Context: an optimization exercise on an open-source flow, tuned for small area, a short achievable clock period and few clock cycles per item. The choices shown serve that exercise and are no tape-out recipe. The RTL was checked by simulation tests, not by an equivalence proof against the original design. No activity file was given, so power comes from the tool's default toggle rates.

### flow/run.sh
#!/bin/bash
# synth_recipe.tcl (not shown) runs the flow's synth.tcl, then flattens the netlist and writes it again
# the make line also repeats each setting of config.mk as NAME=value (left out here)
make -C /OpenROAD-flow-scripts/flow DESIGN_CONFIG=/design/flow/config.mk WORK_HOME=/design/flow/orfs CLKGATE_MAP_FILE= SYNTH_SCRIPT=/design/flow/synth_recipe.tcl finish
### flow/config.mk
export PLATFORM = sky130hd
export DESIGN_NAME = huf_table
export DESIGN_NICKNAME = huf_table
export VERILOG_FILES = /design/flow/design.v
export SDC_FILE = /design/flow/constraint.sdc
export NUM_CORES = 4
export LEC_CHECK = 0
export CAP_MARGIN = 20
export CORE_MARGIN = 2
export CORE_UTILIZATION = 40
export SLEW_MARGIN = 20
### flow/constraint.sdc
create_clock -name core_clock -period 10.0 [get_ports {clk}]
set_input_delay 2.0000 -clock core_clock [delete_from_list [all_inputs] [get_ports {clk}]]
set_output_delay 2.0000 -clock core_clock [all_outputs]
set_load 0.01 [all_outputs]
### flow/design.v
module huf_table (
    input  wire        clk,
    input  wire        rst,             
    input  wire        in_valid,
    output wire        in_ready,
    input  wire [4:0]  in_sym,
    input  wire        in_last,         
    output wire        out_valid,
    input  wire        out_ready,
    output wire [4:0]  out_sym,         
    output wire [4:0]  out_len,         
    output wire [30:0] out_code,        
    output wire        out_error,       
    output wire        out_last         
);
    localparam NS = 32;                 
    localparam NN = 2 * NS - 1;         
    localparam S_COUNT = 3'd0;
    localparam S_SCAN  = 3'd1;
    localparam S_MERGE = 3'd2;
    localparam S_WALK  = 3'd3;
    localparam S_EMIT  = 3'd4;
    reg  [2:0]  state;
    reg  [NS-1:0] seen;
    reg  [4:0]    seq_of [0:NS-1];      
    reg  [4:0]    order  [0:NS-1];      
    reg  [5:0]    k;                    
    reg  [11:0]   w      [0:NN-1];      
    reg  [5:0]    parent [0:NN-1];
    reg  [NN-1:0] side;                 
    reg  [NN-1:0] alive;                
    reg  [5:0]    nn;                   
    reg  [5:0]    idx;
    reg           v1, v2;
    reg  [5:0]    m1, m2;
    reg  [4:0]    leaf;
    reg  [5:0]    node;
    reg  [4:0]    len;
    reg  [30:0]   code;
    reg           err;
    wire [5:0]    root = 2 * k - 6'd2;
    wire [5:0]    k_after = seen[in_sym] ? k : k + 6'd1;
    assign in_ready = (state == S_COUNT);
    wire   in_fire  = in_valid && in_ready;
    assign out_valid = (state == S_EMIT);
    assign out_sym   = order[leaf];
    assign out_len   = len;
    assign out_code  = code;
    assign out_error = err;
    assign out_last  = err || ({1'b0, leaf} == k - 6'd1);
    wire   out_fire  = out_valid && out_ready;
    wire [11:0] w_idx  = w[idx];
    wire        lt1    = !v1 || (w_idx < w[m1]);
    wire        lt2    = !v2 || (w_idx < w[m2]);
    integer i;
    always @(posedge clk) begin
        if (rst) begin
            state <= S_COUNT;
            seen  <= 0;
            k     <= 0;
            err   <= 1'b0;
            alive <= 0;
            side  <= 0;
            nn    <= 0;
            idx   <= 0;
            v1    <= 1'b0;
            v2    <= 1'b0;
            m1    <= 0;
            m2    <= 0;
            leaf  <= 0;
            node  <= 0;
            len   <= 0;
            code  <= 0;
        end else begin
            case (state)
            S_COUNT: begin
                if (in_fire) begin
                    if (!seen[in_sym]) begin
                        seen[in_sym]   <= 1'b1;
                        seq_of[in_sym] <= k[4:0];
                        order[k[4:0]]  <= in_sym;
                        w[k]           <= 12'd1;
                        alive[k]       <= 1'b1;
                    end else begin
                        w[seq_of[in_sym]] <= w[seq_of[in_sym]] + 12'd1;
                    end
                    if (in_last) begin
                        if (k_after == 6'd1) begin
                            err   <= 1'b1;
                            leaf  <= 0;
                            len   <= 0;
                            code  <= 0;
                            state <= S_EMIT;
                        end else begin
                            nn    <= k_after;
                            idx   <= 0;
                            v1    <= 1'b0;
                            v2    <= 1'b0;
                            state <= S_SCAN;
                        end
                    end
                    if (!seen[in_sym])
                        k <= k + 6'd1;
                end
            end
            S_SCAN: begin
                if (alive[idx]) begin
                    if (lt1) begin
                        m2 <= m1;
                        v2 <= v1;
                        m1 <= idx;
                        v1 <= 1'b1;
                    end else if (lt2) begin
                        m2 <= idx;
                        v2 <= 1'b1;
                    end
                end
                if (idx == nn - 6'd1)
                    state <= S_MERGE;
                else
                    idx <= idx + 6'd1;
            end
            S_MERGE: begin
                w[nn]      <= w[m1] + w[m2];
                parent[m1] <= nn;
                parent[m2] <= nn;
                side[m1]   <= 1'b0;
                side[m2]   <= 1'b1;
                alive[m1]  <= 1'b0;
                alive[m2]  <= 1'b0;
                alive[nn]  <= 1'b1;
                nn         <= nn + 6'd1;
                idx        <= 0;
                v1         <= 1'b0;
                v2         <= 1'b0;
                if (nn == root) begin
                    leaf  <= 0;
                    node  <= 0;
                    len   <= 0;
                    code  <= 0;
                    state <= S_WALK;
                end else begin
                    state <= S_SCAN;
                end
            end
            S_WALK: begin
                if (node == root) begin
                    state <= S_EMIT;
                end else begin
                    code[len] <= side[node];
                    len       <= len + 5'd1;
                    node      <= parent[node];
                end
            end
            S_EMIT: begin
                if (out_fire) begin
                    if (out_last) begin
                        seen  <= 0;
                        k     <= 0;
                        err   <= 1'b0;
                        alive <= 0;
                        state <= S_COUNT;
                    end else begin
                        leaf  <= leaf + 5'd1;
                        node  <= {1'b0, leaf + 5'd1};
                        len   <= 0;
                        code  <= 0;
                        state <= S_WALK;
                    end
                end
            end
            default: state <= S_COUNT;
            endcase
        end
    end
endmodule
==> results.json <==
{
  "die_width_um": 476.7,
  "drv_cap": 0,
  "ctsHoldBuffers": 0,
  "start_util_pct": 40.21,
  "hpwl_um": 185500,
  "multi_input_area_mm2": 0.03833,
  "placed_cells": 8783,
  "p_leak_uw": 0.03043,
  "final_net_count": 6071,
  "h-tree-depth": 4,
  "cts_buffer_depth": 3,
  "vias_per_cell": 6.521,
  "synthXorXnorAreaFrac_pct": 0.7838,
  "synth_warnings": 2,
  "p_per_area_mw_per_mm2": 191.6,
  "post-cts-setup-buffers": 0,
  "antenna_found_initial": 8,
  "cts_buffers": 183,
  "finalPower_uw": 19110,
  "synthToLayoutAreaGrowth_pct": 11.58,
  "tightestPinTransition_ns": 1.247,
  "grt.met3_usage_pct": 5.579,
  "met1_usage_pct": 33.43,
  "via_count": 59500,
  "rsz0062_at_grt": "no",
  "crit_required_ns": 10.65,
  "internal_power_uw": 13410,
  "synth_area_mm2": 0.08939,
  "fp-row-count": 173,
  "path_class": "input pin to flip-flop",
  "synthMuxAreaShare_pct": 25.64,
  "crit_arrival_ns": 8.47,
  "place.gp.congestion": 0.9749,
  "hold_viol_final": 0,
  "cp_max_fo": 56,
  "max_freq_mhz": 127.9,
  "seq_area_frac_synth_pct": 54.89,
  "ant_nets": 0,
  "syn_inst": 6039,
  "die_y_um": 476.7,
  "comb_power_share_pct": 21.3,
  "synth_nets": 6115,
  "synthDistinctLibCells": 103,
  "final_core_util_pct": 44.87,
  "pwr-share-seq_pct": 42.5,
  "drive_above_1_share_pct": 25.69,
  "fillers": 19190,
  "port_buffers": 54,
  "hp-class": "flip-flop to flip-flop",
  "post_layout_nonfiller_instances": 9124,
  "end_kind": "flip-flop",
  "grtUsageTotal_pct": 24.68,
  "remaining_drc_errors": 0,
  "first_iter_violations": 8793,
  "outcome": "no timing/DRC/antenna violations",
  "grt_max_degree": 121,
  "synth_top_family_by_area": "multiplexers",
  "grt_overflow_total": 0,
  "clk_latency_ns": 0.87,
  "syn_avg_cell_area_um2": 14.80,
  "tns_ns": 0,
  "clockPowerShare_pct": 36.2,
  "grt_pass1_vias": 58060,
  "drt_wl_total_um": 285400,
  "vdd_drop_max_uv": 154.0,
  "cts_sinks": 1724,
  "core_area_mm2": 0.2223,
  "setup_viol": 0,
  "cts_tree": "yes",
  "routedWlPerCell_um": 31.28,
  "synth-async-reset-ratio_pct": 0,
  "final_common_cell": "edfxtp_1",
  "cpPeakStageDelay_ns": 0.78,
  "dieArea_mm2": 0.2273,
  "root_buffer": "clkbuf_16",
  "layout_common_cells": "1,454 x edfxtp_1, 946 x mux4_2, 528 x nand2_1",
  "clock_skew_ns": 0.06507,
  "slowest_stage": "or4_1",
  "slew_headroom_pct": 16.44,
  "grt_pass1_wl_um": 415900,
  "min_period_ns": 7.816,
  "synth-simple-area-share_pct": 7.403,
  "sw_frac_of_total_pct": 29.82,
  "synth_compound_area_share_pct": 7.712,
  "synth_seq_cells": 1724,
  "yosys.area_share.adder_pct": 0.9322,
  "seq_area_mm2": 0.04914,
  "post_cts_resized": 0,
  "grt-busiest-layer": "met2",
  "synth_edf_count": 1454,
  "drt-pass1-iter-count": 8,
  "ys.flop_type": "edfxtp_1",
  "use_met2_pct": 37.77,
  "clkTransAtPathRegs_ns": 0.06,
  "maxSlewViolCount": 0,
  "switchingPower_uw": 5701,
  "io_pins": 55,
  "post-route-period-util_pct": 78.16,
  "path_cells": "buf_4 -> buf_4 -> nor2b_1 -> a22oi_1 -> o221ai_1 -> or4_1 -> o21ai_1 -> nand2_1 -> buf_4 -> a2111o_1 -> o31ai_1 -> inv_1 -> ha_1 -> inv_1 -> nor3b_1 -> nand4_1 -> xnor2_1 -> o22ai_4 -> buf_4",
  "start_kind": "input pin",
  "cpMostUsedCell": "buf_4"
}
-- stage by stage --
stage / area [um2] / setup WS (ns) / hold WS, ns
floorplan: 89390 / 0.4427 / 0.4315
global placement: 93550 / 1.585 / 0.4425
detailed placement: 93600 / 1.449 / 0.4560
CTS: 99700 / 2.297 / 0.4715
global route: 99740 / 1.863 / 0.4928
finish: 99740 / 2.184 / 0.4658
-- registers in the layout, summed over array words and instances, names as in the netlist, 31 cells and up, named ones only --
name and flops:
seq_of 160, w 756, seen 32, alive 63, code 31, parent 378, order 160, side 63
-- critical path, delay by kind of cell --
kind / cells / cell delay (ns)
AO/OA/AOI/OAI: 6 / 2.50
XOR/XNOR: 1 / 0.12
adder cells (fa/ha/maj): 1 / 0.26
buffers and inverters: 6 / 1.96
AND/OR/NAND/NOR: 5 / 1.50
-- metal layers --
metal / up-vias / share of wire, %
met5: - / 0.019
met3: 716 / 10
li1: 24370 / -
met2: 3797 / 45
met1: 30600 / 39
met4: 8 / 5.4
-- path summary, 6_finish.rpt --
check                        start                    end  slack [ns]  depth (start not counted)
min          seen[26]$_SDFFE_PP0P_  seen[26]$_SDFFE_PP0P_        0.47                          2
max                      in_sym[2]    w[37][10]$_DFFE_PP_        2.18                         19
min reg2reg  seen[26]$_SDFFE_PP0P_  seen[26]$_SDFFE_PP0P_        0.47                          2
max reg2reg              flip-flop              flip-flop        3.10                         18
-- power groups by stage --
stage / registers [uW] / logic (uW) / clock network [uW]
finish: 8120 / 4070 / 6920
global route: 8130 / 4300 / 7300
CTS: 8120 / 3990 / 7010
detailed placement: 8270 / 3970 / 0
global placement: 8270 / 3930 / 0
floorplan: 8220 / 2670 / 0
-- Yosys cell counts (all sizes together) (10+ instances only) --
library cell | instances | area [um2]
or3 | 12 | 75.07
nor2 | 408 | 1539
nand2b | 33 | 214.0
nor4 | 20 | 131.4
a21oi | 284 | 1421
o22ai | 40 | 256.5
a21o | 20 | 150.1
a22o | 30 | 262.8
nand2 | 530 | 1992
mux4 | 946 | 21310
a22oi | 130 | 975.9
a311oi | 13 | 113.9
inv | 78 | 292.8
a31oi | 21 | 131.4
and3 | 65 | 406.6
o221ai | 25 | 219.0
nor3 | 71 | 355.3
buf | 199 | 1025
mux2i | 118 | 1194
nand3b | 30 | 225.2
clkbuf | 278 | 1044
o21ai | 299 | 1500
a211oi | 55 | 417.9
xor2 | 27 | 236.5
nor3b | 17 | 127.6
and2 | 36 | 225.2
a2bb2oi | 10 | 87.58
nand3 | 96 | 485.5
ha | 65 | 813.3
mux2 | 37 | 416.7
o31ai | 16 | 133.9
a32oi | 23 | 201.4
o211ai | 18 | 140.1
nand4 | 19 | 125.1
nor2b | 67 | 419.2
dfxtp | 270 | 5405
edfxtp | 1454 | 43660
xnor2 | 53 | 464.2
-- cells by family (layout without fill, tap and decap cells) --
kind of cell    count (synthesis)  count (layout)
flops                        1724            1724
fa+ha+maj                      66              66
simple gates                 1439            1439
mux                          1101            1101
buf+inv                       555             662
other cells                     0               3
xor+xnor                       80              80
compound gates               1074            1074
-- area by class of cell --
type                            count  share of cell area (%)
Antenna cell                        3                0.007527
Clock buffer                      221                   4.931
Clock inverter                    115                   1.178
Inverter                           78                  0.2935
Multi-Input combinational cell   3760                   38.43
Sequential cell                  1724                   49.26
Tap cell                         2975                   3.732
Timing Repair Buffer              248                   2.164
Testbench counts, summed over its fixed seeds: cycles 120,342, messages 128.

what the ideal ports hide:
How much do the figures lean on ideal ports? The routed layout below was timed once more, with nothing changed but the port constraints. Step 1 sets driving cells, clkbuf_16 on the clock port and buf_2 on the other inputs (assumed; they add their load-dependent delay and slew). Step 2, shift: input delay + t, output delay - t, t = (earliest + latest rising clock arrival at the registers) / 2. This alone moves slack from input paths to output paths. Three values: ideal ports, drivers, drivers and shift; two values: the first two.
t (ns): 0.929
setup WS [ns]: 2.184 / 2.250 / 1.320
worst setup path after step 2: input to register
worst register clock-pin slew, ns: 0.07 / 0.07
After both steps setup and hold are still met in this run. For this run, drivers alone change the setup slack by +0.066 ns; drivers and shift together by -0.864 ns.
